This is an optimization exercise on Yosys and OpenROAD, whose aim is small area, not a production implementation. RTL that was checked went through simulation tests only; none was proved equivalent to the original. No functional check of the RTL was part of run 3. Power figures rest on the tool's default switching activity, not on a simulated workload.

<file path="design/flow/design.v">
module ringbuf_vga (
    input  wire          clk,
    input  wire          rst,
    input  wire          rx_valid,
    input  wire [7:0]    rx_data,
    input  wire          rx_last,
    input  wire          line_tick,
    input  wire          frame_tick,
    input  wire          poll_tick,
    input  wire          gl_valid,
    input  wire [15:0]   gl_row,
    output reg           gl_done,
    output reg           gl_ok,
    output reg           tx_valid,
    output wire [7:0]    tx_byte,
    output reg           scan_valid,
    output wire [191:0]  scan_data,
    output wire [2:0]    avail_lines,
    output wire [15:0]   frame_count,
    output wire [15:0]   rx_count,
    output wire [15:0]   proc_count
);
    reg [159:0] line0, line1, line2, line3, line4, line5;   
    reg [159:0] line_buf;      
    reg [2:0]   rc;            
    reg [2:0]   wl;            
    reg [2:0]   al;            
    reg [4:0]   ab;            
    reg         receiving;     
    reg [15:0]  received;
    reg [13:0]  proc_q;        
    reg [15:0]  frame_counter;
    reg [15:0]  scanline;
    reg [15:0]  last_row;
    reg         last_none;
    reg         in_block;
    wire       s_hi0   = (scanline[15:7] == 9'd0);
    wire [6:0] s_lo    = scanline[6:0];
    wire       visible = s_hi0 && (s_lo >= 7'd5) && (s_lo < 7'd95);
    wire [6:0] s_off   = s_lo - 7'd5;
    wire [4:0] tick_row = s_off / 7'd3;    
    wire        fetch_req = (line_tick && visible) || gl_valid;
    wire [15:0] fetch_row = gl_valid ? gl_row : {11'd0, tick_row};
    wire        fetch_new = fetch_req && (last_none || (last_row != fetch_row));
    wire        fetch_ok  = fetch_new && (al != 3'd0);
    wire [2:0]  al_c = fetch_ok ? al - 3'd1 : al;
    wire flow_check = fetch_ok || poll_tick;
    wire req_emit   = flow_check && ((al_c[2:1] == 2'b00) || (al_c == 3'd2 && ab == 5'd0));
    wire rx_cmd  = rx_valid && !in_block && rx_last;
    wire rx_pay  = rx_valid && !rx_cmd;
    wire do_sof  = rx_cmd && (rx_data == 8'h05);
    wire do_data = rx_cmd && (rx_data == 8'h01);
    wire do_end  = rx_cmd && (rx_data == 8'h02);
    wire flush   = do_sof || do_end || (do_data && !receiving);
    wire wr_en   = rx_pay && receiving && (al_c != 3'd6);
    wire ab_wrap = (ab == 5'd19);
    reg [19:0] col_sel;
    integer k;
    always @* begin
        for (k = 0; k < 20; k = k + 1)
            col_sel[k] = (ab == k);
    end
    wire [5:0] line_we;
    assign line_we[0] = wr_en && (wl == 3'd0);
    assign line_we[1] = wr_en && (wl == 3'd1);
    assign line_we[2] = wr_en && (wl == 3'd2);
    assign line_we[3] = wr_en && (wl == 3'd3);
    assign line_we[4] = wr_en && (wl == 3'd4);
    assign line_we[5] = wr_en && (wl == 3'd5);
    wire [959:0] st_q = {line5, line4, line3, line2, line1, line0};
    wire [959:0] st_d;
    genvar c, l, b;
    generate
        for (l = 0; l < 6; l = l + 1) begin : g_line
            for (c = 0; c < 20; c = c + 1) begin : g_col
                wire we = line_we[l] && col_sel[c];
                wire wen = !we;
                for (b = 0; b < 8; b = b + 1) begin : g_bit
                    ringbuf_vga_wbit u_wb (
                        .d   (rx_data[b]),
                        .q   (st_q[160*l + 8*c + b]),
                        .we  (we),
                        .wen (wen),
                        .y   (st_d[160*l + 8*c + b]));
                end
            end
        end
    endgenerate
    always @(posedge clk)
        {line5, line4, line3, line2, line1, line0} <= st_d;
    wire [5:0] rsel;
    assign rsel[0] = !rst && fetch_ok && (rc == 3'd0);
    assign rsel[1] = !rst && fetch_ok && (rc == 3'd1);
    assign rsel[2] = !rst && fetch_ok && (rc == 3'd2);
    assign rsel[3] = !rst && fetch_ok && (rc == 3'd3);
    assign rsel[4] = !rst && fetch_ok && (rc == 3'd4);
    assign rsel[5] = !rst && fetch_ok && (rc == 3'd5);
    wire hold = !rst && !fetch_ok;
    wire [159:0] line_buf_d;
    generate
        for (b = 0; b < 160; b = b + 1) begin : g_lb
            ringbuf_vga_sel7 u_sel (
                .s ({hold, rsel}),
                .d ({line_buf[b], line5[b], line4[b], line3[b], line2[b], line1[b], line0[b]}),
                .y (line_buf_d[b]));
        end
    endgenerate
    always @(posedge clk)
        line_buf <= line_buf_d;
    always @(posedge clk) begin
        if (rst) begin
            rc            <= 3'd0;
            wl            <= 3'd0;
            al            <= 3'd0;
            ab            <= 5'd0;
            receiving     <= 1'b0;
            received      <= 16'd0;
            proc_q        <= 14'd0;
            frame_counter <= 16'd0;
            scanline      <= 16'd0;
            last_row      <= 16'd0;
            last_none     <= 1'b1;
            in_block      <= 1'b0;
        end else begin
            if (rx_valid)
                in_block <= !rx_last;
            if (frame_tick)
                scanline <= 16'd0;
            else if (line_tick)
                scanline <= scanline + 16'd1;
            if (fetch_req)
                last_row <= fetch_row;
            if (frame_tick)
                last_none <= 1'b1;
            else if (fetch_req)
                last_none <= 1'b0;
            if (flush) begin
                rc       <= 3'd0;
                wl       <= 3'd0;
                al       <= 3'd0;
                ab       <= 5'd0;
                received <= 16'd0;
                proc_q   <= 14'd0;
            end else begin
                if (fetch_ok) begin
                    rc     <= (rc == 3'd5) ? 3'd0 : rc + 3'd1;
                    proc_q <= proc_q + 14'd5;
                end
                if (wr_en) begin
                    ab       <= ab_wrap ? 5'd0 : ab + 5'd1;
                    received <= received + 16'd1;
                    if (ab_wrap)
                        wl <= (wl == 3'd5) ? 3'd0 : wl + 3'd1;
                end
                al <= al_c + {2'b00, wr_en && ab_wrap};
            end
            if (do_sof || do_data)
                receiving <= 1'b1;
            else if (do_end)
                receiving <= 1'b0;
            if (do_end && receiving)
                frame_counter <= frame_counter + 16'd1;
        end
    end
    always @(posedge clk) begin
        if (rst) begin
            gl_done    <= 1'b0;
            gl_ok      <= 1'b0;
            tx_valid   <= 1'b0;
            scan_valid <= 1'b0;
        end else begin
            gl_done    <= gl_valid;
            gl_ok      <= gl_valid && fetch_ok;
            tx_valid   <= req_emit;
            scan_valid <= line_tick && visible;
        end
    end
    assign tx_byte     = 8'h03;
    assign scan_data   = {16'd0, line_buf, 16'd0};
    assign avail_lines = al;
    assign frame_count = frame_counter;
    assign rx_count    = received;
    assign proc_count  = {proc_q, 2'b00};
endmodule
module ringbuf_vga_sel7 (
    input  wire [6:0] s,
    input  wire [6:0] d,
    output wire       y
);
    wire n_lo, n_hi;
    ringbuf_vga_aoi3 u_lo (.s(s[2:0]), .d(d[2:0]), .y(n_lo));
    ringbuf_vga_aoi3 u_hi (.s(s[5:3]), .d(d[5:3]), .y(n_hi));
    assign y = ~(n_lo & n_hi & ~(s[6] & d[6]));
endmodule
module ringbuf_vga_aoi3 (
    input  wire [2:0] s,
    input  wire [2:0] d,
    output wire       y
);
    assign y = ~|(s & d);
endmodule
module ringbuf_vga_wbit (
    input  wire d,
    input  wire q,
    input  wire we,
    input  wire wen,
    output wire y
);
    assign y = (d & we) | (q & wen);
endmodule
</file>
<file path="design/flow/flow/run.sh">
#!/bin/bash
set -e
export BUFFER_PORTS_ARGS="-buffer_cell sky130_fd_sc_hd__buf_1"
export CTS_ARGS="-sink_clustering_enable -repair_clock_nets -dont_use_dummy_load -buf_list sky130_fd_sc_hd__clkbuf_4 -sink_clustering_size 8 -sink_clustering_max_diameter 40"
bash standard.sh > standard.log 2>&1
</file>
<file path="design/flow/standard.sh">
#!/bin/bash
# synth_recipe.tcl (not shown) runs the flow's synth.tcl, then flattens the netlist and writes it again
# the make line also repeats each setting of config.mk as NAME=value (left out here)
make -C /OpenROAD-flow-scripts/flow DESIGN_CONFIG=/design/flow/config.mk WORK_HOME=/design/flow/orfs CLKGATE_MAP_FILE= SYNTH_SCRIPT=/design/flow/synth_recipe.tcl "${@:-finish}"
</file>
<file path="design/flow/config.mk">
export PLATFORM = sky130hd
export DESIGN_NAME = ringbuf_vga
export DESIGN_NICKNAME = ringbuf_vga
export VERILOG_FILES = /design/flow/design.v
export SDC_FILE = /design/flow/constraint.sdc
export NUM_CORES = 4
export LEC_CHECK = 0
export CAP_MARGIN = 20
export CORE_MARGIN = 2
export CORE_UTILIZATION = 55
export SLEW_MARGIN = 20
export SYNTH_HIERARCHICAL = 1
</file>
<file path="design/flow/constraint.sdc">
create_clock -name core_clock -period 12.0 [get_ports {clk}]
set_input_delay 2.4000 -clock core_clock [delete_from_list [all_inputs] [get_ports {clk}]]
set_output_delay 2.4000 -clock core_clock [all_outputs]
set_load 0.01 [all_outputs]
</file>
==> results of run 1 <==
Yosys stat by module (local to each module, per instance):
module	flops+latches	area (sq um)
ringbuf_vga_sel7	0	8.758
ringbuf_vga_aoi3	0	10.01
ringbuf_vga	1219	30130
ringbuf_vga_wbit	0	8.758
cells by family after synthesis:
logic type	synth area share (%)
AOI/OAI and AO/OA	29.74
adders and majority gates	0.5511
xor gates and xnor gates	1.050
muxes	0.2436
buffers and inverters	2.172
other	0.01741
DFF	56.57
and+or+nand+nor	9.658
power by group:
part / total (mW) / internal (mW) / leakage, nW / switching (mW)
clock: 2.00 / 0.679 / 0.819 / 1.32
combinational: 0.408 / 0.0770 / 6.88 / 0.331
sequential: 4.08 / 4.06 / 9.82 / 0.0220
sequential cells by signal, summed over array words and instances (netlist names):
signal	cells
ab	5
al	3
frame_counter	16
gl_done	1
gl_ok	1
in_block	1
last_none	1
last_row	16
line0	160
line1	160
line2	160
line3	160
line4	160
line5	160
line_buf	160
proc_q	14
rc	3
received	16
receiving	1
scan_valid	1
scanline	16
tx_valid	1
wl	3
final cells by class:
class / count / area share, %
inverters: 72 / 0.5787
diodes: 7 / 0.03751
flip-flops and latches: 1219 / 52.25
well taps: 1040 / 2.786
multi-input cells: 2499 / 38.66
clock buffers: 178 / 2.861
repair buffers: 286 / 2.824
worst max path at each step:
| stage | from | slack, ns | to |
|---|---|---|---|
| 2_1_floorplan | gl_valid | 1.75 | line_buf[0] |
| 3_3_place_gp | gl_valid | 3.80 | line2[64] |
| 3_5_place_dp | gl_valid | 3.67 | line2[81] |
| 4_1_cts | scanline[0] | 4.68 | line2[109] |
| 5_1_grt | scanline[0] | 4.16 | line2[135] |
| 6_report | scanline[0] | 4.37 | line2[14] |
critical path, cell delays in order (launching register included):
cell and delay (ns):
dfxtp_1 0.55, inv_1 0.18, ha_1 0.32, xor2_1 0.90, nor2_1 0.11, a31oi_1 0.21
o31ai_1 0.12, a211oi_2 0.27, nor2_1 0.09, ha_1 0.29, a21oi_1 0.11, inv_1 0.06
o32ai_2 0.38, or4b_1 0.48, nand4_1 0.11, o21ai_2 0.05, buf_4 0.24, mux2_4 0.89
nand3_2 1.10, nor2_1 0.82, a22o_1 0.24
cell usage in the layout, fill, tap and decap left out, types with 7 or more instances in the layout:
master and count:
or4_1 12, buf_4 37, nand4_1 36, and2_1 9, a22o_1 961, o211ai_1 7, nor2_1 192, and3_1 23
xor2_1 20, clkbuf_4 186, a31oi_1 9, mux2i_1 8, a222oi_1 321, xnor2_1 28, a21oi_1 59, nor3_1 17
o31ai_1 20, buf_1 234, conb_1 42, nor4_1 8, inv_1 71, nand3_1 229, o21ai_0 36, nand2b_1 8
nand2_1 318, or3_1 17, a22oi_1 7, dfxtp_1 1219, diode_2 7, ha_1 19
metal layers:
layer / routed length, microns / part of all wire (%)
met1: 58950 / 43
met2: 59440 / 44
met3: 13110 / 9.7
met4: 4075 / 3.0
met5: 0 / 0
==> results.txt, run 1 <==
* Biggest area consumer among synthesized cells: dfxtp_1
* Final-report hold violation count at 0
* Sequential cell area fraction in the yosys report at between 50% and 60%
* Final Cell Area at between 40,000 and 50,000 sq um
* Number of flops mapped to enable cells by yosys at 0
* CP Class: flip-flop to flip-flop
* Min Hold Slack at between 0.4 and 0.5 ns
* Routability-driven placement congestion ratio at 0.8447
* Placed instance count at 5,115
* Share of the synthesized area in the top cell type at a little under three fifths
* Number of endpoints failing setup at the final stage at 0
* Source-to-sink clock delay at the later pin of the worst-skew pair at roughly 1.1 ns
* Pin count of the biggest net entering global routing at about 160
* Launch instance of the worst min-delay path: line4[89]
* Number of iterations in the first detailed-routing pass at 9
* Power per cell area at around 140 nW/um^2
* Top cell types by occurrence after synthesis: dfxtp_1, a22o_1, a222oi_1, nand2_1, nand3_1
* Die span in x at between 200 and 300 microns
* Pre-CTS setup slack at between 3 and 4 ns
* Kind of start point of the critical path: flip-flop
* Initial Utilization at 55.60%
* Maximum buffer depth of the clock tree at 3
* Layout-stage area growth over the synthesis result at 8.263%
* Power consumption at ~6.5 mW
* Die Y-Extent at around 280 microns
* Global-route met2 utilization at 48.57%
* Mapped Avg Cell Area at between 10 and 15 sq um
* Period Utilization, post-route at 63.56%
* Slew at the pin closest to its max-slew limit at 1.201 ns
* Number of global-route vias before repair at 33,960
* GRT overflow at 0
* Share of final-layout standard cells stronger than drive strength 1 at a little over 6%
* Worst-case setup margin in the final layout at around 4.4 ns
* First-pass GRT wire length at between 200,000 and 250,000 microns
* Worst clock skew on the final layout at around 0.11 ns
* Core region area at between 70,000 and 80,000 sq um
* Final number of max-transition violations at 0
* Hold Path Stages at 2
* Number of sinks on the clock net at between 1,000 and 1,500
* Most frequent cell after synthesis: dfxtp_1
* Tot GR Track Use at around 32%
* Initial antenna violation count at 3
* Hold buffers post-CTS at 0
* Library cell used as clock root buffer: clkbuf_4
* Mean number of vias per cell at about 6.8
* Quantity of gates resized following cts at 0
* H-Tree Level Count at 4
* Leak pwr at about 18 nW
* Minimum clock period at about 7.6 ns
* Required arrival time at the worst endpoint at between 10 and 15 ns
* Utilization of the core after routing at between 60% and 70%
* First DRT Iteration DRCs at 4,510
* Antenna viol nets, final at 0
* # Max-Cap Violations at 0
* Residual DRC count at 0
* Layout Cells excl Fill at ~5,300
* Overall via count from detail_route at about 36,000
* Count of boundary I/O pins at approximately 290
* Critical path fanouts, max at a little under 60
* Max Clock Freq at between 0.1 and 0.15 GHz
* Count of port buffers added during placement at around 240
* Element type at the critical path end: flip-flop
* Global-route track usage on met3 at between 6 and 7%
* Final nets at around 4,300
* Class of the tightest hold or removal check: flip-flop to flip-flop
* Global-route met1 utilization at ~47%
* Area after detailed placement at between 40,000 and 50,000 sq um
* Run status: timing/DRC/antenna clean
* Total of warnings raised by yosys at 7
* Final HPWL from detailed placement at ~79,000 microns
* Synth cell types at 72
* Summed instance area of the synthesized netlist at 43,140 sq um
* Slew margin rel. at between 10% and 20%
* Critical register-to-register path startpoint: scanline[0]
* Most congested layer reported by global routing: met2
* Setup repair after global routing missed its margin: false
* R2R cell count at 20
* Reg-to-reg endpoint: line2[14]
* TritonCTS clock tree: built
* Setup fix buffers added after clock tree synthesis at 0
* Average routed wire per standard cell at ~26 microns
* Cell Rows at about 100
* CTS buffer count at roughly 180
* Drt total wl at 135,600 microns
* Top cells by area in the synthesized netlist: dfxtp_1, a22o_1, a222oi_1
* Footprint of the multi-input gates at roughly 18,000 sq um
* Crit path arrival time at approximately 8.6 ns
* Top flip-flop cell by instance count after synthesis: dfxtp_1
* Reg-to-reg setup timing slack at between 4 and 5 ns
* Max IR drop VDD at just over 0.0001 V
* Post-synth ARST share at 0%
* End point of the worst hold path: line_buf[89]
* Full die area at slightly above 80,000 sq um
* Instance count of the mapped netlist at between 3,000 and 4,000
* Area of all sequential standard cells at approximately 24,000 sq um
* Post-synthesis register bit count at between 1,000 and 1,500
* Total negative setup slack at 0 ns
* Clock transition at the registers of the reported paths at approximately 0.1 ns
* Fillcell total at about 6,700
==> run 2: changes to the inputs <==
==> design/flow/flow/run.sh (replaced) <==
#!/bin/bash
set -e
export BUFFER_PORTS_ARGS="-buffer_cell sky130_fd_sc_hd__buf_1"
export CTS_ARGS="-sink_clustering_enable -repair_clock_nets -dont_use_dummy_load -buf_list sky130_fd_sc_hd__clkbuf_4 -sink_clustering_size 10 -sink_clustering_max_diameter 35"
bash standard.sh > standard.log 2>&1
--- a/design/flow/config.mk
+++ b/design/flow/config.mk
@@ -9,3 +9,3 @@
 export CORE_MARGIN = 2
-export CORE_UTILIZATION = 55
+export CORE_UTILIZATION = 70
 export SLEW_MARGIN = 20
==> results.txt, run 2 <==
* Library cell used as clock root buffer: clkbuf_4
* Residual DRC count at 0 (unchanged)
* Slew at the pin closest to its max-slew limit at 1.275 ns (+0.07415 ns)
* Core region area at 61,370 sq um (-21%)
* First-pass GRT wire length at 195,400 microns (-5.5%)
* Leak pwr at 17.41 nW (-0.58%)
* Drt total wl at 127,100 microns (-6.2%)
* Initial Utilization at 70.29% (+15 points)
* Top flip-flop cell by instance count after synthesis: dfxtp_1
* Share of the synthesized area in the top cell type at 56.57% (unchanged)
* Total negative setup slack at 0 ns (unchanged)
* Full die area at 63,630 sq um (-21%)
* Source-to-sink clock delay at the later pin of the worst-skew pair at 1.05 ns (-0.02 ns)
* CTS buffer count at 160 (-10%)
* Largest delay contributor family on the critical path: simple AND/OR/NAND/NOR gates
* Mapped Avg Cell Area at 11.15 sq um (unchanged)
* Most common cell after layout, fill and taps aside: dfxtp_1
* Run status: timing/DRC/antenna clean
* CP bufs+invs at 3 (unchanged)
* Final nets at 4,288 (-0.44%)
* Top cells by area in the synthesized netlist: dfxtp_1, a22o_1, a222oi_1
* Post-synth ARST share at 0% (unchanged)
* Final HPWL from detailed placement at 74,360 microns (-5.7%)
* Number of sinks on the clock net at 1,219 (unchanged)
* Count of boundary I/O pins at 287 (unchanged)
* Critical path fanouts, max at 59 (unchanged)
* Most frequent cell after synthesis: dfxtp_1
* Sequential cell area fraction in the yosys report at 56.57% (unchanged)
* Setup fix buffers added after clock tree synthesis at 0 (unchanged)
* First DRT Iteration DRCs at 5,156 (+14%)
* Count of port buffers added during placement at 244 (unchanged)
* Instance count of the mapped netlist at 3,868 (unchanged)
* Clock transition at the registers of the reported paths at 0.09 ns (about the same)
* Most frequent cells in the layout: dfxtp_1, a22o_1, a222oi_1
* # Max-Cap Violations at 0 (unchanged)
* Overall via count from detail_route at 36,420 (+1.2%)
* Hold buffers post-CTS at 0 (unchanged)
* H-Tree Level Count at 4 (unchanged)
* Kind of start point of the critical path: input port
* Cell Rows at 91 (-11%)
* Die span in x at 252.2 microns (-11%)
* Required arrival time at the worst endpoint at 12.92 ns (-0.03 ns)
* Top cell types by occurrence after synthesis: dfxtp_1, a22o_1, a222oi_1, nand2_1, nand3_1
* Max Clock Freq at 0.1369 GHz (+4.4%)
* Share of final-layout standard cells stronger than drive strength 1 at 5.785% (-0.42 points)
* Number of flops mapped to enable cells by yosys at 0 (unchanged)
* Final number of max-transition violations at 0 (unchanged)
* Biggest area consumer among synthesized cells: dfxtp_1
* Crit path arrival time at 8.23 ns (-0.35 ns)
* Average routed wire per standard cell at 25.27 microns (-1.2%)
* Slew margin rel. at 14.77% (-5.0 points)
* Slowest cell delay on critical path at 1.02 ns (-0.08 ns)
* Number of endpoints failing setup at the final stage at 0 (unchanged)
* Pin count of the biggest net entering global routing at 86 (-47%)
* Maximum buffer depth of the clock tree at 3 (unchanged)
* Power per cell area at 138.0 nW/um^2 (-0.64%)
* Post-synthesis register bit count at 1,219 (unchanged)
* Routability-driven placement congestion ratio at 0.8934 (+5.8%)
* Mean number of vias per cell at 7.241 (+6.7%)
* CP Class: input port to flip-flop
* Quantity of gates resized following cts at 0 (unchanged)
* Initial antenna violation count at 2 (-1)
* Number of global-route vias before repair at 34,350 (+1.1%)
* Total of warnings raised by yosys at 7 (unchanged)
* Final-report hold violation count at 0 (unchanged)
* Period Utilization, post-route at 60.87% (-2.7 points)
* Tot GR Track Use at 38.63% (+6.2 points)
* Max IR drop VDD at 0.00009674 V (-5.3%)
* Number of iterations in the first detailed-routing pass at 20 (+11)
* Antenna viol nets, final at 0 (unchanged)
* Class of the tightest hold or removal check: flip-flop to flip-flop
* GRT overflow at 0 (unchanged)
* TritonCTS clock tree: built
* Layout-stage area growth over the synthesis result at 7.074%
* Critical Path Slowest Stage Cell: nand3_2
* Cell-by-cell listing of the critical path: clkbuf_2, inv_1, nor2_1, a22o_1, a2111oi_0, nand3_1, or4_1, nor4_1, nand4_1, o21ai_2, buf_4, mux2_4, nand3_2, nor2_1, a22o_1
* Synth cell types at 72 (unchanged)
* Minimum clock period at 7.305 ns (-0.3231 ns)
* Element type at the critical path end: flip-flop
* Worst clock skew on the final layout at 0.1132 ns (+0.006079 ns)
* Die Y-Extent at 252.2 microns (-11%)
* Summed instance area of the synthesized netlist at 43,140 sq um (unchanged)
* Setup repair after global routing missed its margin: false
* Utilization of the core after routing at 75.27% (+15 points)
run 2: per-layer routing:
layer | track usage [%] | vias up | part of all wire, %
met5 | 0 | - | 0
met4 | 16.15 | 0 | 3.7
met1 | 53.73 | 17550 | 40
met3 | 8.970 | 353 | 12
li1 | - | 16230 | -
met2 | 58.11 | 2290 | 44
run 2: power breakdown:
| part | switching (mW) | leakage, nW | total (mW) | internal, mW |
|---|---|---|---|---|
| Clock | 1.28 | 0.736 | 1.89 | 0.613 |
| Sequential | 0.0225 | 9.82 | 4.08 | 4.06 |
| Combinational | 0.327 | 6.86 | 0.402 | 0.0749 |
| Total | 1.63 | 17.4 | 6.38 | 4.75 |
run 2: cells by family (layout without fill, tap and decap cells):
family                     after synthesis  after routing  share of synthesized area [%]
muxes                                   10             10                         0.2436
and+or+nand+nor                        910            910                          9.658
buffers and inverters                  190            517                          2.172
adders and majority gates               19             19                         0.5511
xor gates and xnor gates                50             50                          1.050
DFF                                   1219           1219                          56.57
AOI/OAI and AO/OA                     1468           1468                          29.74
other                                    2             47                        0.01741
run 2: final timing paths:
| path | cells past startpoint | endpoint | slack, ns | start |
|---|---|---|---|---|
| worst min register to register | 2 | line_buf[2] | 0.46 | line4[2] |
| worst max register to register | 23 | line_buf[133] | 4.71 | scanline[0] |
| worst min-delay path | 2 | line_buf[2] | 0.46 | line4[2] |
| worst max-delay path | 15 | line2[111] | 4.70 | gl_valid |
run 2: final cells by class:
class	instances	area (sq um)
inverter	72	270.3
fill	4461	15180
timing repair buffer	285	1256
multi-input combinational	2499	18060
tap	790	988.4
antenna	5	12.51
sequential	1219	24400
clock buffer	160	1201
run 2: Yosys stat by module (local to each module, per instance):
module            flip-flops and latches  cells
ringbuf_vga_wbit                       0      1
ringbuf_vga_sel7                       0      2
ringbuf_vga_aoi3                       0      1
ringbuf_vga                         1219   2268
run 2: stage by stage:
stage	power, mW	worst slack, ns	hold WS [ns]	cells	cell area [sq um]
2_1_floorplan	4.380	1.754	0.4231	3908	43310
3_3_place_gp	4.559	3.916	0.4490	4865	44970
3_5_place_dp	4.566	3.847	0.4510	4865	44970
4_1_cts	6.378	4.677	0.4545	5025	46170
5_1_grt	6.575	4.206	0.4773	5027	46180
6_report	6.376	4.695	0.4624	5030	46190
run 2: worst register-to-register path, delay by kind of cell (launching register included):
family | cells | cell delay, ns
fa+ha+maj | 2 | 0.62
buf+inv | 5 | 2.19
flops | 1 | 0.55
compound gates | 6 | 1.37
simple gates | 10 | 2.56
==> run 3: changes to the inputs <==
--- a/design/flow/design.v
+++ b/design/flow/design.v
@@ -56,8 +56,2 @@
     wire ab_wrap = (ab == 5'd19);
-    reg [19:0] col_sel;
-    integer k;
-    always @* begin
-        for (k = 0; k < 20; k = k + 1)
-            col_sel[k] = (ab == k);
-    end
     wire [5:0] line_we;
@@ -71,16 +65,15 @@
     wire [959:0] st_d;
-    genvar c, l, b;
+    genvar l, b;
     generate
         for (l = 0; l < 6; l = l + 1) begin : g_line
-            for (c = 0; c < 20; c = c + 1) begin : g_col
-                wire we = line_we[l] && col_sel[c];
-                wire wen = !we;
-                for (b = 0; b < 8; b = b + 1) begin : g_bit
-                    ringbuf_vga_wbit u_wb (
-                        .d   (rx_data[b]),
-                        .q   (st_q[160*l + 8*c + b]),
-                        .we  (we),
-                        .wen (wen),
-                        .y   (st_d[160*l + 8*c + b]));
-                end
+            wire         we  = line_we[l];
+            wire         wen = !line_we[l];
+            wire [159:0] sh  = {rx_data, st_q[160*l + 8 +: 152]};
+            for (b = 0; b < 160; b = b + 1) begin : g_bit
+                ringbuf_vga_wbit u_wb (
+                    .d   (sh[b]),
+                    .q   (st_q[160*l + b]),
+                    .we  (we),
+                    .wen (wen),
+                    .y   (st_d[160*l + b]));
             end
==> design/flow/flow/run.sh (replaced) <==
#!/bin/bash
set -e
export BUFFER_PORTS_ARGS="-buffer_cell sky130_fd_sc_hd__buf_1"
export CTS_ARGS="-sink_clustering_enable -repair_clock_nets -dont_use_dummy_load -buf_list sky130_fd_sc_hd__clkbuf_4 -sink_clustering_size 8 -sink_clustering_max_diameter 40"
bash standard.sh > standard.log 2>&1
--- a/design/flow/config.mk
+++ b/design/flow/config.mk
@@ -9,3 +9,3 @@
 export CORE_MARGIN = 2
-export CORE_UTILIZATION = 70
+export CORE_UTILIZATION = 55
 export SLEW_MARGIN = 20
==> results.txt, run 3 <==
* Cell-by-cell listing of the critical path: inv_1, ha_1, buf_4, nor2b_1, buf_4, o21ai_0, a211oi_1, a211oi_1, nor4_1, mux2i_1, mux2i_1, nand4_1, a311o_2, mux2i_4, buf_4, nand2b_4, buf_4, inv_6, buf_4, a22o_1
* Average routed wire per standard cell at 22.91 microns (-9.4%)
* Mean number of vias per cell at 6.925 (-4.4%)
* Instance count of the mapped netlist at 3,595 (-7.1%)
* Total of warnings raised by yosys at 7 (unchanged)
* Final nets at 4,057 (-5.4%)
* Compound-Gate Fraction of Synth Area at 30.74% (+1.0 points)
* Slowest cell delay on critical path at 0.83 ns (-0.19 ns)
* First DRT Iteration DRCs at 4,437 (-14%)
* Max Clock Freq at 0.1266 GHz (-7.5%)
* Count of boundary I/O pins at 287 (unchanged)
* Cell Rows at 101 (+11%)
* Setup fix buffers added after clock tree synthesis at 0 (unchanged)
* Run status: timing/DRC/antenna clean
* Number of iterations in the first detailed-routing pass at 9 (-55%)
* Largest delay contributor family on the critical path: buffers and inverters
* Source-to-sink clock delay at the later pin of the worst-skew pair at 1.06 ns (about the same)
* Die span in x at 280.4 microns (+11%)
* Final HPWL from detailed placement at 63,380 microns (-15%)
* Critical Path Slowest Stage Cell: buf_4
* Initial Utilization at 55.40% (-15 points)
* First-pass GRT wire length at 182,000 microns (-6.9%)
* Crit path arrival time at 8.74 ns (+0.51 ns)
* CP bufs+invs at 7 (+4)
* Share of the synthesized area in the top cell type at 58.10% (+1.5 points)
* Number of global-route vias before repair at 33,070 (-3.7%)
* Antenna viol nets, final at 0 (unchanged)
* Die Y-Extent at 280.4 microns (+11%)
* Full die area at 78,600 sq um (+24%)
* Element type at the critical path end: flip-flop
* Number of flops mapped to enable cells by yosys at 0 (unchanged)
* Library cell used as clock root buffer: clkbuf_4
* Top flip-flop cell by instance count after synthesis: dfxtp_1
* Final Cell Area at 45,670 sq um (-1.1%)
* Worst-case setup margin in the final layout at 4.101 ns (-0.5947 ns)
* Sequential cell area fraction in the yosys report at 58.10% (+1.5 points)
* Most frequent cell after synthesis: dfxtp_1
* Summed instance area of the synthesized netlist at 42,010 sq um (-2.6%)
* Power per cell area at 139.6 nW/um^2 (+1.2%)
* Most common cell after layout, fill and taps aside: dfxtp_1
* Class of the tightest hold or removal check: flip-flop to flip-flop
* Mapped Avg Cell Area at 11.68 sq um (+4.8%)
* Adder-Cell Fraction of Synth Area at 0.4766% (-0.074 points)
* Area after detailed placement at 44,280 sq um (-1.5%)
* Maximum buffer depth of the clock tree at 3 (unchanged)
* H-Tree Level Count at 4 (unchanged)
* Pre-CTS setup slack at 4.021 ns (+0.1736 ns)
* Leak pwr at 16.86 nW (-3.2%)
* Clock transition at the registers of the reported paths at 0.08 ns (about the same)
* TritonCTS clock tree: built
* Slew margin rel. at 22.89% (+8.1 points)
* Number of sinks on the clock net at 1,219 (unchanged)
* CP Class: flip-flop to flip-flop
* Final number of max-transition violations at 0 (unchanged)
* Post-synthesis register bit count at 1,219 (unchanged)
* CTS buffer count at 179 (+12%)
* Final-report hold violation count at 0 (unchanged)
* Xor/xnor cell area share of the yosys netlist at 1.063% (+0.013 points)
* Initial antenna violation count at 9 (+7)
* Core region area at 75,820 sq um (+24%)
* Minimum clock period at 7.899 ns (+0.5947 ns)
* Top cells by area in the synthesized netlist: dfxtp_1, a22o_1, a222oi_1
* Top cell types by occurrence after synthesis: dfxtp_1, a22o_1, a222oi_1, nand2_1, nand3_1
* Share of final-layout standard cells stronger than drive strength 1 at 6.688% (+0.90 points)
* Residual DRC count at 0 (unchanged)
* GRT overflow at 0 (unchanged)
* Worst clock skew on the final layout at 0.1298 ns (+0.01666 ns)
* Tot GR Track Use at 28.11% (-11 points)
* Required arrival time at the worst endpoint at 12.84 ns (-0.08 ns)
* Dominant combinational cell family by area after synthesis: compound AO/OA/AOI/OAI gates
* Biggest area consumer among synthesized cells: dfxtp_1
* Mux share of post-synthesis cell area at 0.3157% (+0.072 points)
* Synthesized-area fraction occupied by and/or/nand/nor cells at 7.608% (-2.1 points)
* Hold buffers post-CTS at 0 (unchanged)
* Number of endpoints failing setup at the final stage at 0 (unchanged)
* Post-synth ARST share at 0% (unchanged)
* Synth cell types at 68 (-5.6%)
* Pin count of the biggest net entering global routing at 93 (+8.1%)
* # Max-Cap Violations at 0 (unchanged)
* Slew at the pin closest to its max-slew limit at 1.157 ns (-0.1187 ns)
* Period Utilization, post-route at 65.83% (+5.0 points)
* Overall via count from detail_route at 34,560 (-5.1%)
* Routability-driven placement congestion ratio at 0.8659 (-3.1%)
* Kind of start point of the critical path: flip-flop
* Quantity of gates resized following cts at 0 (unchanged)
* Most frequent cells in the layout: dfxtp_1, a22o_1, a222oi_1
* Critical path fanouts, max at 81 (+37%)
* Most prevalent standard cell on the critical path: buf_4
* Setup repair after global routing missed its margin: false
* Drt total wl at 114,300 microns (-10%)
* Count of port buffers added during placement at 244 (unchanged)
* Power consumption at 6.377 mW (about the same)
* Max IR drop VDD at 0.00008444 V (-13%)
* Layout-stage area growth over the synthesis result at 8.731%
[run 3: changes by cell type in the layout (fill, tap and decap cells not counted), sizes merged, moves of 7 or more]
cell | before | now
nand2 | 321 | 232
and3 | 23 | 12
inv | 71 | 35
or3 | 17 | 28
o21ai | 40 | 54
nand3 | 230 | 182
nor2 | 195 | 102
nor3b | 2 | 9
buf | 275 | 290
clkbuf | 170 | 180
nor4 | 8 | 19
nand4 | 36 | 13
o31ai | 20 | 10
[run 3: logic make-up (layout without fill, tap and decap cells)]
logic type	count (synthesis)	after routing
AOI/OAI and AO/OA	1485	1485
xor gates and xnor gates	51	51
adders and majority gates	16	16
buffers and inverters	134	506
DFF	1219	1219
muxes	12	12
other	2	47
and+or+nand+nor	676	676
[run 3: where the power goes]
part	switching, mW	total, mW	leakage, nW	internal (mW)
clock	1.27	1.96	0.824	0.682
sequential	0.0211	4.08	9.82	4.06
combinational	0.264	0.340	6.22	0.0757
total	1.56	6.38	16.9	4.82
[run 3: per-stage QoR]
stage / hold WS (ns) / TNS [ns] / utilization, % / std cells
2_1_floorplan: 0.4411 / -231.94 / - / 3635
3_3_place_gp: 0.4490 / 0 / 58.36 / 4804
3_5_place_dp: 0.4515 / 0 / 58.40 / 4805
4_1_cts: 0.4360 / 0 / 60.17 / 4984
5_1_grt: 0.4645 / 0 / 60.24 / 4990
6_report: 0.4167 / 0 / 60.24 / 4990
[run 3: path summary, 6_finish.rpt]
check	depth (start not counted)	start	slack (ns)	endpoint
setup / recovery	20	scanline[0]	4.10	line3[126]
hold / removal	1	line3[126]	0.42	line3[118]
setup reg to reg	20	scanline[0]	4.10	line3[126]
hold reg to reg	1	line3[126]	0.42	line3[118]
[run 3: cell type report]
type / count / area, sq um
antenna: 5 / 12.51
tap: 978 / 1224
clock buffer: 179 / 1344
inverter: 36 / 166.4
timing repair buffer: 291 / 1314
multi-input combinational: 2282 / 17210
fill: 6420 / 30150
sequential: 1219 / 24400
[run 3: Yosys stat by module (local to each module, per instance)]
module	cell area (sq um)	cells inside	flip-flops and latches	copies in the design
ringbuf_vga_sel7	8.758	2	0	160
ringbuf_vga_wbit	8.758	1	0	960
ringbuf_vga_aoi3	10.01	1	0	320
ringbuf_vga	28990	1995	1219	1
[run 3: routing by layer]
metal,global-route usage (%),part of all wire (%),vias to the layer above
li1,-,-,15580
met1,40.56,45,17070
met2,41.79,43,1710
met3,6.387,9.5,187
met4,8.680,2.1,10
met5,0,0.059,-
[run 3: worst register-to-register path, stage by stage (launching register included)]
cell and delay, ns:
dfxtp_1 0.74, inv_1 0.15, ha_1 0.23, buf_4 0.22, nor2b_1 0.27, buf_4 0.22, o21ai_0 0.14, a211oi_1 0.54
a211oi_1 0.11, nor4_1 0.48, mux2i_1 0.33, mux2i_1 0.21, nand4_1 0.11, a311o_2 0.66, mux2i_4 0.24, buf_4 0.46
nand2b_4 0.24, buf_4 0.83, inv_6 0.54, buf_4 0.60, a22o_1 0.46
==> run 4: changes to the inputs <==
--- a/design/flow/design.v
+++ b/design/flow/design.v
@@ -39,4 +39,4 @@
     wire       visible = s_hi0 && (s_lo >= 7'd5) && (s_lo < 7'd95);
-    wire [6:0] s_off   = s_lo - 7'd5;
-    wire [4:0] tick_row = s_off / 7'd3;    
+    reg  [4:0] tick_row;
+    reg  [1:0] tick_ph;
     wire        fetch_req = (line_tick && visible) || gl_valid;
@@ -113,3 +113,4 @@
             scanline      <= 16'd0;
-            last_row      <= 16'd0;
+            tick_row      <= 5'd0;
+            tick_ph       <= 2'd0;
             last_none     <= 1'b1;
@@ -123,2 +124,10 @@
                 scanline <= scanline + 16'd1;
+            if (frame_tick || (line_tick && !visible)) begin
+                tick_row <= 5'd0;
+                tick_ph  <= 2'd0;
+            end else if (line_tick) begin
+                tick_ph  <= (tick_ph == 2'd2) ? 2'd0 : tick_ph + 2'd1;
+                if (tick_ph == 2'd2)
+                    tick_row <= tick_row + 5'd1;
+            end
             if (fetch_req)
==> results.txt, run 4 <==
* Run status: timing/DRC/antenna clean
* Number of endpoints failing setup at the final stage at 0 (unchanged)
* Number of iterations in the first detailed-routing pass at 7 (-2)
* Final nets at 3,842 (-5.3%)
* Share of final-layout standard cells stronger than drive strength 1 at 6.326% (-0.36 points)
* Most frequent cells in the layout: dfxtp_1, a22o_1, a222oi_1
* Final Cell Area at 44,710 sq um (-2.1%)
* Slowest cell delay on critical path at 0.79 ns (-0.04 ns)
* CP Class: input port to flip-flop
* Instance count of the mapped netlist at 3,369 (-6.3%)
* H-Tree Level Count at 4 (unchanged)
* Share of the synthesized area in the top cell type at 59.02% (+0.93 points)
* Max IR drop VDD at 0.0001622 V (+92%)
* Max Clock Freq at 0.1389 GHz (+9.7%)
* Top cells by area in the synthesized netlist: dfxtp_1, a22o_1, a222oi_1
* Most common cell after layout, fill and taps aside: dfxtp_1
* Maximum buffer depth of the clock tree at 3 (unchanged)
* Min Hold Slack at 0.4668 ns (+0.05011 ns)
* Crit path arrival time at 8.13 ns (-0.61 ns)
* Slew margin rel. at 32.81% (+9.9 points)
* Most frequent cell after synthesis: dfxtp_1
* Source-to-sink clock delay at the later pin of the worst-skew pair at 1.03 ns (-0.03 ns)
* Minimum clock period at 7.198 ns (-0.7014 ns)
* Library cell used as clock root buffer: clkbuf_4
* Drt total wl at 114,600 microns (+0.23%)
* Total negative setup slack at 0 ns (unchanged)
* Element type at the critical path end: flip-flop
* Full die area at 76,820 sq um (-2.3%)
* Fillcell total at 6,278 (-2.2%)
* Layout-stage area growth over the synthesis result at 8.951%
* Mapped Avg Cell Area at 12.18 sq um (+4.3%)
* Top flip-flop cell by instance count after synthesis: dfxtp_1
* TritonCTS clock tree: built
* CTS buffer count at 177 (-1.1%)
* Mean number of vias per cell at 6.988 (+0.90%)
* Period Utilization, post-route at 59.98% (-5.8 points)
* Hold buffers post-CTS at 0 (unchanged)
* Number of sinks on the clock net at 1,226 (+0.57%)
* GRT overflow at 0 (unchanged)
* Post-synth ARST share at 0% (unchanged)
* Cell-by-cell listing of the critical path: buf_1, inv_1, o41a_1, nor4_4, nor3_4, buf_4, mux2i_4, nor3_4, buf_12, inv_6, buf_4, a22o_1
* Launch instance of the worst min-delay path: line2[80]
* Initial Utilization at 55.31% (-0.086 points)
* Required arrival time at the worst endpoint at 12.93 ns (+0.09 ns)
* Leak pwr at 16.51 nW (-2.1%)
* First-pass GRT wire length at 180,300 microns (-0.97%)
* Worst clock skew on the final layout at 0.08013 ns (-0.04971 ns)
* Clock transition at the registers of the reported paths at 0.08 ns (about the same)
* Number of global-route vias before repair at 31,850 (-3.7%)
* Tot GR Track Use at 28.60% (+0.49 points)
* Antenna viol nets, final at 0 (unchanged)
* Number of flops mapped to enable cells by yosys at 16 (+16)
* Pre-CTS setup slack at 3.853 ns (-0.1684 ns)
* # Max-Cap Violations at 0 (unchanged)
* Total of warnings raised by yosys at 7 (unchanged)
* Critical path fanouts, max at 161 (+99%)
* Final-report hold violation count at 0 (unchanged)
* Power per cell area at 142.2 nW/um^2 (+1.9%)
* Sequential cell area fraction in the yosys report at 60.19% (+2.1 points)
* Residual DRC count at 0 (unchanged)
* Initial antenna violation count at 2 (-7)
* Slew at the pin closest to its max-slew limit at 1.008 ns (-0.1488 ns)
* Setup fix buffers added after clock tree synthesis at 0 (unchanged)
* Setup repair after global routing missed its margin: false
* Quantity of gates resized following cts at 0 (unchanged)
* Top cell types by occurrence after synthesis: dfxtp_1, a22o_1, a222oi_1, nand2_1, nand3_1
* First DRT Iteration DRCs at 4,880 (+10%)
* Die span in x at 277.2 microns (-1.1%)
* Crit. Startpoint: gl_valid
* Average routed wire per standard cell at 24.04 microns (+4.9%)
* Post-synthesis register bit count at 1,226 (+0.57%)
* Area after detailed placement at 43,340 sq um (-2.1%)
* Final HPWL from detailed placement at 59,830 microns (-5.6%)
* Final number of max-transition violations at 0 (unchanged)
* Biggest area consumer among synthesized cells: dfxtp_1
* Synth cell types at 58 (-15%)
* Count of boundary I/O pins at 287 (unchanged)
* Layout Cells excl Fill at 4,766 (-4.5%)
* Die Y-Extent at 277.2 microns (-1.1%)
* Pin count of the biggest net entering global routing at 162 (+74%)
* Core region area at 74,200 sq um (-2.1%)
* Kind of start point of the critical path: input port
* Routability-driven placement congestion ratio at 0.8096 (-6.5%)
* Worst-case setup margin in the final layout at 4.802 ns (+0.7014 ns)
* Overall via count from detail_route at 33,300 (-3.6%)
* Placed instance count at 4,585 (-4.6%)
* Summed instance area of the synthesized netlist at 41,040 sq um (-2.3%)
* Cell Rows at 100 (-0.99%)
* Count of port buffers added during placement at 244 (unchanged)
* Class of the tightest hold or removal check: flip-flop to flip-flop
* Critical Path Slowest Stage Cell: mux2i_4
* Critical register-to-register path startpoint: scanline[1]
-- run 4: changes by cell type in the layout (fill, tap and decap cells not counted), sizes merged, moves of 12 or more --
cell    before  now
nand2      232  207
a21oi       64   39
nor2       102   80
buf        290  274
edfxtp       0   16
xor2        17   29
nor3        28   15
xnor2       34   22
o21ai       54   20
or3         28   16
-- run 4: through the flow --
stage	util [%]	total power [mW]
after CTS	60.20	6.423
final	60.26	6.359
after global routing	60.26	6.606
after detailed placement	58.41	4.497
after floorplan	-	4.380
after global placement	58.41	4.489
-- run 4: Yosys stat by module, one instance, submodules excluded --
module            cell area [sq um]  cells inside
ringbuf_vga                   28030          1769
ringbuf_vga_aoi3              10.01             1
ringbuf_vga_sel7              8.758             2
ringbuf_vga_wbit              8.758             1
-- run 4: final cells by class --
cell class | instances | area, sq um | share of cell area (%)
Antenna cell | 3 | 7.507 | 0.01679
Clock buffer | 177 | 1329 | 2.972
Inverter | 31 | 146.4 | 0.3274
Multi-Input combinational cell | 2086 | 16050 | 35.89
Sequential cell | 1226 | 24700 | 55.25
Tap cell | 969 | 1212 | 2.711
Timing Repair Buffer | 274 | 1269 | 2.837
-- run 4: logic make-up (layout without fill, tap and decap cells) --
family,after synthesis,count (layout),synth area share [%]
AOI/OAI and AO/OA,1373,1373,29.64
DFF,1226,1226,60.19
and+or+nand+nor,590,590,6.805
buffers and inverters,97,482,1.390
xor gates and xnor gates,51,51,1.088
muxes,16,16,0.4390
adders and majority gates,14,14,0.4268
other,2,45,0.01830
-- run 4: power by group --
group / total [mW] / internal, mW / switching [mW]
clock network: 1.95 / 0.676 / 1.27
registers: 4.11 / 4.09 / 0.0191
logic: 0.299 / 0.0661 / 0.233
total: 6.36 / 4.83 / 1.53
-- run 4: per-layer routing --
layer / routed length, microns / track usage (%) / vias up
li1: - / - / 14770
met5: 0 / 0 / -
met1: 51370 / 42.86 / 16420
met4: 2787 / 9.351 / 0
met2: 48050 / 40.39 / 1914
met3: 12360 / 6.690 / 203
-- run 4: final timing paths --
check / end / slack, ns / cells past startpoint
max: line1[23] / 4.80 / 12
min: line2[72] / 0.47 / 1
max reg2reg: line1[23] / 6.65 / 14
min reg2reg: line2[72] / 0.47 / 1
-- run 4: worst max-delay path: cells and delay by family --
family / cells / cell delay [ns]
mux: 1 / 0.79
compound gates: 2 / 0.78
simple gates: 3 / 0.74
buf+inv: 6 / 3.23
==> run 5: changes to the inputs <==
--- a/design/flow/design.v
+++ b/design/flow/design.v
@@ -102,2 +102,31 @@
         line_buf <= line_buf_d;
+    wire [15:0] rcv_s, frm_s, scn_s;
+    wire [13:0] prc_s;
+    wire [16:0] rcv_c, frm_c, scn_c;
+    wire [14:0] prc_c;
+    assign rcv_c[0] = wr_en;
+    assign frm_c[0] = do_end && receiving;
+    assign scn_c[0] = line_tick;
+    assign prc_c[0] = fetch_ok;
+    genvar ci;
+    generate
+        for (ci = 0; ci < 16; ci = ci + 1) begin : g_cnt
+            ringbuf_vga_hadd u_rcv (.a(received[ci]),      .b(rcv_c[ci]), .s(rcv_s[ci]), .c(rcv_c[ci+1]));
+            ringbuf_vga_hadd u_frm (.a(frame_counter[ci]), .b(frm_c[ci]), .s(frm_s[ci]), .c(frm_c[ci+1]));
+            ringbuf_vga_hadd u_scn (.a(scanline[ci]),      .b(scn_c[ci]), .s(scn_s[ci]), .c(scn_c[ci+1]));
+        end
+        for (ci = 0; ci < 14; ci = ci + 1) begin : g_prc
+            if (ci == 2) begin : g_fa
+                ringbuf_vga_fadd u_prc (.a(proc_q[ci]), .b(prc_c[ci]), .ci(fetch_ok), .s(prc_s[ci]), .c(prc_c[ci+1]));
+            end else begin : g_ha
+                ringbuf_vga_hadd u_prc (.a(proc_q[ci]), .b(prc_c[ci]), .s(prc_s[ci]), .c(prc_c[ci+1]));
+            end
+        end
+    endgenerate
+    always @(posedge clk) begin
+        received      <= (rst || flush) ? 16'd0 : rcv_s;
+        proc_q        <= (rst || flush) ? 14'd0 : prc_s;
+        frame_counter <= rst ? 16'd0 : frm_s;
+        scanline      <= (rst || frame_tick) ? 16'd0 : scn_s;
+    end
     always @(posedge clk) begin
@@ -109,6 +138,2 @@
             receiving     <= 1'b0;
-            received      <= 16'd0;
-            proc_q        <= 14'd0;
-            frame_counter <= 16'd0;
-            scanline      <= 16'd0;
             tick_row      <= 5'd0;
@@ -120,6 +145,2 @@
                 in_block <= !rx_last;
-            if (frame_tick)
-                scanline <= 16'd0;
-            else if (line_tick)
-                scanline <= scanline + 16'd1;
             if (frame_tick || (line_tick && !visible)) begin
@@ -143,12 +164,7 @@
                 ab       <= 5'd0;
-                received <= 16'd0;
-                proc_q   <= 14'd0;
             end else begin
-                if (fetch_ok) begin
+                if (fetch_ok)
                     rc     <= (rc == 3'd5) ? 3'd0 : rc + 3'd1;
-                    proc_q <= proc_q + 14'd5;
-                end
                 if (wr_en) begin
                     ab       <= ab_wrap ? 5'd0 : ab + 5'd1;
-                    received <= received + 16'd1;
                     if (ab_wrap)
@@ -162,4 +178,2 @@
                 receiving <= 1'b0;
-            if (do_end && receiving)
-                frame_counter <= frame_counter + 16'd1;
         end
@@ -212 +226,18 @@
 endmodule
+module ringbuf_vga_hadd (
+    input  wire a,
+    input  wire b,
+    output wire s,
+    output wire c
+);
+    assign {c, s} = {1'b0, a} + {1'b0, b};
+endmodule
+module ringbuf_vga_fadd (
+    input  wire a,
+    input  wire b,
+    input  wire ci,
+    output wire s,
+    output wire c
+);
+    assign {c, s} = {1'b0, a} + {1'b0, b} + {1'b0, ci};
+endmodule
==> results.txt, run 5 <==
* Count of port buffers added during placement at 244 (unchanged)
* Top cells by area in the synthesized netlist: dfxtp_1, a22o_1, a222oi_1
* Internal power at 4.830 mW (about the same)
* Mapped Avg Cell Area at 12.55 sq um (+3.0%)
* Source-to-sink clock delay at the later pin of the worst-skew pair at 1.06 ns (+0.03 ns)
* Reg-to-reg setup timing slack at 6.09 ns (-0.56 ns)
* Residual DRC count at 0 (unchanged)
* Slew margin rel. at 22.25% (-11 points)
* Leak pwr at 17.12 nW (+3.7%)
* Max IR drop VDD at 0.00009107 V (-44%)
* Crit path arrival time at 8.24 ns (+0.11 ns)
* Mean number of vias per cell at 6.858 (-1.9%)
* Overall via count from detail_route at 31,920 (-4.1%)
* Layout-stage area growth over the synthesis result at 9.336%
* Cell Rows at 99 (-1.0%)
* H-Tree Level Count at 4 (unchanged)
* Library cell used as clock root buffer: clkbuf_4
* Worst clock skew on the final layout at 0.09710 ns (+0.01697 ns)
* Core region area at 73,080 sq um (-1.5%)
* Maximum buffer depth of the clock tree at 3 (unchanged)
* GRT overflow at 0 (unchanged)
* Class of the tightest hold or removal check: flip-flop to flip-flop
* Number of endpoints failing setup at the final stage at 0 (unchanged)
* Total of warnings raised by yosys at 7 (unchanged)
* Sequential cell area fraction in the yosys report at 60.67% (+0.48 points)
* Final Cell Area at 44,520 sq um (-0.44%)
* Instance count of the mapped netlist at 3,245 (-3.7%)
* Global-route met1 utilization at 38.39% (-4.5 points)
* Max Clock Freq at 0.1360 GHz (-2.1%)
* Quantity of gates resized following cts at 0 (unchanged)
* Element type at the critical path end: flip-flop
* Run status: timing/DRC/antenna clean
* Setup repair after global routing missed its margin: false
* First DRT Iteration DRCs at 4,168 (-15%)
* Final HPWL from detailed placement at 59,370 microns (-0.77%)
* Most frequent cells in the layout: dfxtp_1, a22o_1, a222oi_1
* Post-synthesis register bit count at 1,226 (unchanged)
* Proportion of total power due to net switching at 24.08% (+0.067 points)
* TritonCTS clock tree: built
* Power per cell area at 142.9 nW/um^2 (+0.48%)
* Required arrival time at the worst endpoint at 12.89 ns (-0.04 ns)
* Synth cell types at 56 (-3.4%)
* First-pass GRT wire length at 175,700 microns (-2.6%)
* Number of iterations in the first detailed-routing pass at 19 (+12)
* Routability-driven placement congestion ratio at 0.8250 (+1.9%)
* Clock transition at the registers of the reported paths at 0.09 ns (about the same)
* Fillcell total at 6,095 (-2.9%)
* Drt total wl at 108,700 microns (-5.1%)
* Slew at the pin closest to its max-slew limit at 1.166 ns (+0.1584 ns)
* CP Class: input port to flip-flop
* Pin count of the biggest net entering global routing at 161 (-0.62%)
* Kind of start point of the critical path: input port
* Minimum clock period at 7.351 ns (+0.1527 ns)
* Relative contribution of sequential cells to total power at 64.6% (about the same)
* Global-route track usage on met3 at 6.701% (+0.011 points)
* Share of final-layout standard cells stronger than drive strength 1 at 6.611% (+0.28 points)
* Period Utilization, post-route at 61.25% (+1.3 points)
* Global-route met2 utilization at 42.77% (+2.4 points)
* Full die area at 76,220 sq um (-0.78%)
* Top cell types by occurrence after synthesis: dfxtp_1, a22o_1, a222oi_1, nand2_1, nand3_1
* Post-synth ARST share at 0% (unchanged)
* Initial antenna violation count at 5 (+3)
* Most congested layer reported by global routing: met2
* Final nets at 3,796 (-1.2%)
* Critical path fanouts, max at 15 (-91%)
* Hold buffers post-CTS at 0 (unchanged)
* Antenna viol nets, final at 0 (unchanged)
* Number of sinks on the clock net at 1,226 (unchanged)
* Share of the synthesized area in the top cell type at 59.49% (+0.47 points)
* Summed instance area of the synthesized netlist at 40,720 sq um (-0.79%)
* Top flip-flop cell by instance count after synthesis: dfxtp_1
* Die span in x at 276.1 microns (-0.39%)
* Sw Pwr at 1.532 mW (+0.32%)
* Average routed wire per standard cell at 23.35 microns (-2.9%)
* Tot GR Track Use at 27.70% (-0.90 points)
* Setup fix buffers added after clock tree synthesis at 0 (unchanged)
* Final number of max-transition violations at 0 (unchanged)
* Biggest area consumer among synthesized cells: dfxtp_1
* Final-report hold violation count at 0 (unchanged)
* Number of global-route vias before repair at 31,830 (-0.063%)
* Power consumption at 6.362 mW (about the same)
* CTS buffer count at 178 (+0.56%)
* Count of boundary I/O pins at 287 (unchanged)
* Most common cell after layout, fill and taps aside: dfxtp_1
* Die Y-Extent at 276.1 microns (-0.39%)
* Portion of total power attributed to combinational logic at 4.6% (about the same)
* Most frequent cell after synthesis: dfxtp_1
* # Max-Cap Violations at 0 (unchanged)
* Power share of the clock group at 30.8% (about the same)
* Initial Utilization at 55.71% (+0.40 points)
* Area after detailed placement at 43,060 sq um (-0.65%)
* Number of flops mapped to enable cells by yosys at 16 (unchanged)
==> run 5: changes by cell type after synthesis, moves of 8 or more <==
cell,before,now
a21oi_1,39,14
and2_1,13,56
ha_1,14,70
nand2_1,207,184
nand3_1,192,171
nand4_1,17,7
nor2_1,79,32
nor2b_1,4,22
o21ai_1,9,1
or3_1,15,1
xnor2_1,22,6
xor2_1,29,5
==> run 5: final timing paths <==
| kind | start | end | cells after the start |
|---|---|---|---|
| hold / removal | line5[142] | line5[134] | 1 |
| setup / recovery | gl_valid | received[15] | 26 |
| hold reg to reg | line5[142] | line5[134] | 1 |
| setup reg to reg | last_row[0] | received[15] | 26 |
==> run 5: cells by family after synthesis <==
group	count (synthesis)	share of synthesized area (%)
AOI/OAI and AO/OA	1333	29.42
DFF	1226	60.67
buffers and inverters	80	1.168
and+or+nand+nor	512	6.026
muxes	10	0.2551
xor gates and xnor gates	11	0.2366
other	2	0.01844
adders and majority gates	71	2.200
==> run 5: area by class of cell <==
class                   instances  area, sq um  area share (%)
clock buffers                 178         1336           3.002
well taps                     959         1200           2.695
inverters                      28        111.4          0.2501
repair buffers                280         1303           2.926
diodes                          5        12.51         0.02811
multi-input cells            1979        15850           35.61
flip-flops and latches       1226        24700           55.49
==> run 5: metrics by stage <==
| stage | cells | hold slack (ns) | setup TNS (ns) | setup slack (ns) | utilization [%] |
|---|---|---|---|---|---|
| after global placement | 4467 | 0.4493 | 0 | 3.807 | 58.92 |
| after floorplan | 3285 | 0.4227 | -186.15 | -0.5817 | - |
| after CTS | 4645 | 0.4265 | 0 | 4.757 | 60.74 |
| final | 4655 | 0.4540 | 0 | 4.649 | 60.91 |
| after detailed placement | 4467 | 0.4516 | 0 | 3.686 | 58.92 |
| after global routing | 4655 | 0.4745 | 0 | 4.337 | 60.91 |
==> run 5: worst max-delay path: stages <==
cell       delay (ns)
buf_1            0.58
clkinv_2         0.32
o32ai_1          0.23
o2111ai_1        0.22
o41ai_4          0.23
buf_4            0.26
mux2_2           0.44
nand2_1          0.21
inv_2            0.18
ha_1             0.23
ha_1             0.18
ha_1             0.18
ha_1             0.18
ha_1             0.18
ha_1             0.18
ha_1             0.18
ha_1             0.18
ha_1             0.19
ha_1             0.19
ha_1             0.19
ha_1             0.18
ha_1             0.18
ha_1             0.18
ha_1             0.18
ha_1             0.27
and2_1           0.13
==> run 5: power groups by stage <==
stage | Clock, mW | Sequential, mW | Combinational [mW]
detailed placement | 0 | 4.20 | 0.288
global route | 2.20 | 4.11 | 0.320
global placement | 0 | 4.20 | 0.280
CTS | 2.02 | 4.11 | 0.290
finish | 1.96 | 4.11 | 0.294
floorplan | 0 | 4.20 | 0.167
==> run 5: Yosys stat by module (local to each module, per instance) <==
module	copies in the design	flops+latches
ringbuf_vga	1	1226
ringbuf_vga_wbit	960	0
ringbuf_vga_hadd	61	0
ringbuf_vga_fadd	1	0
ringbuf_vga_sel7	160	0
ringbuf_vga_aoi3	320	0
==> run 5: layer usage <==
metal	vias to the layer above	wire, microns
li1	14350	-
met4	6	2214
met2	1543	48500
met5	-	35
met1	15850	47630
met3	173	10310
==> run 6: changes to the inputs <==
==> design/flow/flow/run.sh (replaced) <==
#!/bin/bash
set -e
export BUFFER_PORTS_ARGS="-buffer_cell sky130_fd_sc_hd__buf_1"
export CTS_ARGS="-sink_clustering_enable -repair_clock_nets -dont_use_dummy_load -buf_list sky130_fd_sc_hd__clkbuf_4 -sink_clustering_size 9 -sink_clustering_max_diameter 50"
bash standard.sh > standard.log 2>&1
--- a/design/flow/config.mk
+++ b/design/flow/config.mk
@@ -9,3 +9,3 @@
 export CORE_MARGIN = 2
-export CORE_UTILIZATION = 55
+export CORE_UTILIZATION = 60
 export SLEW_MARGIN = 20
==> results.txt, run 6 <==
* Global-route met2 utilization at 46.39% (+3.6 points)
* Source-to-sink clock delay at the later pin of the worst-skew pair at 1.04 ns (-0.02 ns)
* Required arrival time at the worst endpoint at 12.85 ns (-0.04 ns)
* Proportion of total power due to net switching at 23.97% (-0.11 points)
* Internal power at 4.756 mW (-1.5%)
* Element type at the critical path end: flip-flop
* Instance count of the mapped netlist at 3,245 (unchanged)
* Post-synth ARST share at 0% (unchanged)
* Final number of max-transition violations at 0 (unchanged)
* Top flip-flop cell by instance count after synthesis: dfxtp_1
* First DRT Iteration DRCs at 4,366 (+4.8%)
* Drt total wl at 106,700 microns (-1.8%)
* Sw Pwr at 1.500 mW (-2.1%)
* Number of sinks on the clock net at 1,226 (unchanged)
* Final nets at 3,772 (-0.63%)
* Antenna viol nets, final at 0 (unchanged)
* Clock transition at the registers of the reported paths at 0.09 ns (about the same)
* Layout Cells excl Fill at 4,542 (-2.4%)
* Initial antenna violation count at 4 (-1)
* TritonCTS clock tree: built
* Biggest area consumer among synthesized cells: dfxtp_1
* Quantity of gates resized following cts at 0 (unchanged)
* Pin count of the biggest net entering global routing at 161 (unchanged)
* Most congested layer reported by global routing: met2
* Mapped Avg Cell Area at 12.55 sq um (unchanged)
* CTS buffer count at 156 (-12%)
* Hold buffers post-CTS at 0 (unchanged)
* Max Clock Freq at 0.1350 GHz (-0.75%)
* Critical path fanouts, max at 15 (unchanged)
* First-pass GRT wire length at 172,700 microns (-1.7%)
* Largest delay contributor family on the critical path: adder cells
* Summed instance area of the synthesized netlist at 40,720 sq um (unchanged)
* Power per cell area at 141.4 nW/um^2 (-1.0%)
* Die span in x at 264.5 microns (-4.2%)
* Leak pwr at 17.00 nW (-0.66%)
* Total negative setup slack at 0 ns (unchanged)
* Residual DRC count at 0 (unchanged)
* Cell Rows at 95 (-4.0%)
* Setup fix buffers added after clock tree synthesis at 0 (unchanged)
* Crit path arrival time at 8.26 ns (+0.02 ns)
* Number of iterations in the first detailed-routing pass at 10 (-9)
* Full die area at 69,960 sq um (-8.2%)
* Placed instance count at 4,382 (-1.9%)
* Most prevalent standard cell on the critical path: ha_1
* Mean number of vias per cell at 7.062 (+3.0%)
* Top cells by area in the synthesized netlist: dfxtp_1, a22o_1, a222oi_1
* Worst clock skew on the final layout at 0.09218 ns (-0.004921 ns)
* Share of final-layout standard cells stronger than drive strength 1 at 5.999% (-0.61 points)
* Portion of total power attributed to combinational logic at 4.8% (+0.2 points)
* Tot GR Track Use at 29.81% (+2.1 points)
* Routability-driven placement congestion ratio at 0.8282 (+0.39%)
* Total of warnings raised by yosys at 7 (unchanged)
* Count of boundary I/O pins at 287 (unchanged)
* Slew at the pin closest to its max-slew limit at 1.193 ns (+0.02653 ns)
* Sequential cell area fraction in the yosys report at 60.67% (unchanged)
* GRT overflow at 0 (unchanged)
* Setup repair after global routing missed its margin: false
* Most common cell after layout, fill and taps aside: dfxtp_1
* Number of endpoints failing setup at the final stage at 0 (unchanged)
* Slew margin rel. at 20.48% (-1.8 points)
* Number of global-route vias before repair at 32,110 (+0.88%)
* Slowest cell delay on critical path at 0.57 ns (about the same)
* Top cell types by occurrence after synthesis: dfxtp_1, a22o_1, a222oi_1, nand2_1, nand3_1
* Power consumption at 6.256 mW (-1.7%)
* Number of flops mapped to enable cells by yosys at 16 (unchanged)
* Period Utilization, post-route at 61.72% (+0.46 points)
* Maximum buffer depth of the clock tree at 3 (unchanged)
* Overall via count from detail_route at 32,080 (+0.48%)
* Final HPWL from detailed placement at 58,850 microns (-0.88%)
* Initial Utilization at 60.63% (+4.9 points)
* Critical Path Slowest Stage Cell: buf_1
* Final-report hold violation count at 0 (unchanged)
* Class of the tightest hold or removal check: flip-flop to flip-flop
* Run status: timing/DRC/antenna clean
* Minimum clock period at 7.406 ns (+0.05566 ns)
* Average routed wire per standard cell at 23.50 microns (+0.65%)
* Kind of start point of the critical path: input port
* # Max-Cap Violations at 0 (unchanged)
* Post-synthesis register bit count at 1,226 (unchanged)
* Library cell used as clock root buffer: clkbuf_4
* Max IR drop VDD at 0.0001026 V (+13%)
* Die Y-Extent at 264.5 microns (-4.2%)
* Most frequent cell after synthesis: dfxtp_1
* Relative contribution of sequential cells to total power at 65.7% (+1.1 points)
* Layout-stage area growth over the synthesis result at 8.623%
* Global-route met1 utilization at 41.16% (+2.8 points)
* CP Class: input port to flip-flop
* Global-route track usage on met3 at 6.298% (-0.40 points)
* Power share of the clock group at 29.6% (-1.2 points)
* Share of the synthesized area in the top cell type at 59.49% (unchanged)
* H-Tree Level Count at 4 (unchanged)
* Count of port buffers added during placement at 244 (unchanged)
* Core region area at 67,160 sq um (-8.1%)
* Utilization of the core after routing at 65.86% (+4.9 points)
* Synth cell types at 56 (unchanged)
* CP bufs+invs at 3 (-1)
* Most frequent cells in the layout: dfxtp_1, a22o_1, a222oi_1
-- run 6: per-module statistics from Yosys, one instance, submodules excluded --
module            flip-flops and latches  copies in the design
ringbuf_vga_aoi3                       0                   320
ringbuf_vga_sel7                       0                   160
ringbuf_vga                         1226                     1
ringbuf_vga_hadd                       0                    61
ringbuf_vga_fadd                       0                     1
ringbuf_vga_wbit                       0                   960
-- run 6: path summary, 6_finish.rpt --
check	startpoint	to	slack [ns]	depth (start not counted)
worst min register to register	last_none	last_none	0.46	2
worst min-delay path	last_none	last_none	0.46	2
worst max-delay path	gl_valid	received[15]	4.59	26
worst max register to register	last_row[0]	received[15]	6.06	26
-- run 6: power by group through the flow --
| stage | combinational, mW | sequential (mW) | clock, mW |
|---|---|---|---|
| 2_1_floorplan | 0.167 | 4.20 | 0 |
| 3_3_place_gp | 0.277 | 4.20 | 0 |
| 3_5_place_dp | 0.292 | 4.20 | 0 |
| 4_1_cts | 0.293 | 4.11 | 1.90 |
| 5_1_grt | 0.321 | 4.11 | 2.06 |
| 6_report | 0.298 | 4.11 | 1.85 |
-- run 6: metrics by stage --
step           cell area [sq um]  hold slack, ns  setup WS [ns]
2_1_floorplan              40890          0.4227        -0.5817
3_3_place_gp               42950          0.4477          3.803
3_5_place_dp               42980          0.4508          3.708
4_1_cts                    44150          0.4597          4.695
5_1_grt                    44230          0.4841          4.278
6_report                   44230          0.4615          4.594
-- run 6: area by class of cell --
cell class                 instances  area [sq um]
clock buffer                     156          1171
antenna                            2         5.005
inverter                          28         111.4
fill                            5342         22930
tap                              873          1092
sequential                      1226         24700
timing repair buffer             278          1292
multi-input combinational       1979         15850
-- run 6: layer usage --
layer	wire length (microns)	share of wire [%]
met5	29	0.027
met4	2580	2.4
met3	10680	10
met2	47480	44
met1	45960	43
-- run 6: cell families after synthesis --
logic type | after synthesis | synth area share [%]
compound gates | 1333 | 29.42
xor+xnor | 11 | 0.2366
fa+ha+maj | 71 | 2.200
buf+inv | 80 | 1.168
flops | 1226 | 60.67
mux | 10 | 0.2551
other cells | 2 | 0.01844
simple gates | 512 | 6.026
-- run 6: worst register-to-register path, cell delays in order (launching register included) --
cell and delay [ns]:
edfxtp_1 0.42, nor2b_1 0.16, a2111oi_0 0.36, and3_1 0.23, o221ai_2 0.11, o41ai_4 0.29
buf_4 0.26, mux2_2 0.44, nand2_1 0.20, inv_2 0.18, ha_1 0.23, ha_1 0.18
ha_1 0.18, ha_1 0.18, ha_1 0.18, ha_1 0.18, ha_1 0.18, ha_1 0.18
ha_1 0.19, ha_1 0.18, ha_1 0.18, ha_1 0.18, ha_1 0.18, ha_1 0.18
ha_1 0.19, ha_1 0.26, and2_1 0.13

-- re-timing with driven ports --
Ports are ideal in the flow. The routed layouts listed here were re-timed in OpenROAD.
Step 1 sets driving cells, clkbuf_16 on the clock port and buf_2 on the other inputs (assumed; they add their load-dependent delay and slew).
Step 2, shift: input delay + t, output delay - t, t = (earliest + latest rising clock arrival at the registers) / 2. This alone moves slack from input paths to output paths.
a / b / c = ideal / step 1 / step 2; a / b = the first two.
run	t, ns	setup slack, ns	slew at the worst register clock pin (ns)	pins driven straight from the clock port
run 1	1.084	4.372 / 4.372 / 3.437	0.10 / 0.10	1
run 2	1.056	4.695 / 4.714 / 3.682	0.11 / 0.11	1
run 3	1.047	4.101 / 4.101 / 3.826	0.09 / 0.09	1
run 4	1.056	4.802 / 4.844 / 3.788	0.09 / 0.09	1
run 5	1.076	4.649 / 4.683 / 3.607	0.09 / 0.09	1
run 6	1.056	4.594 / 4.624 / 3.568	0.10 / 0.10	1
After both steps every run listed still meets setup and hold. For run 5, which loses most, drivers alone change the setup slack by +0.034 ns; drivers and shift together by -1.042 ns.
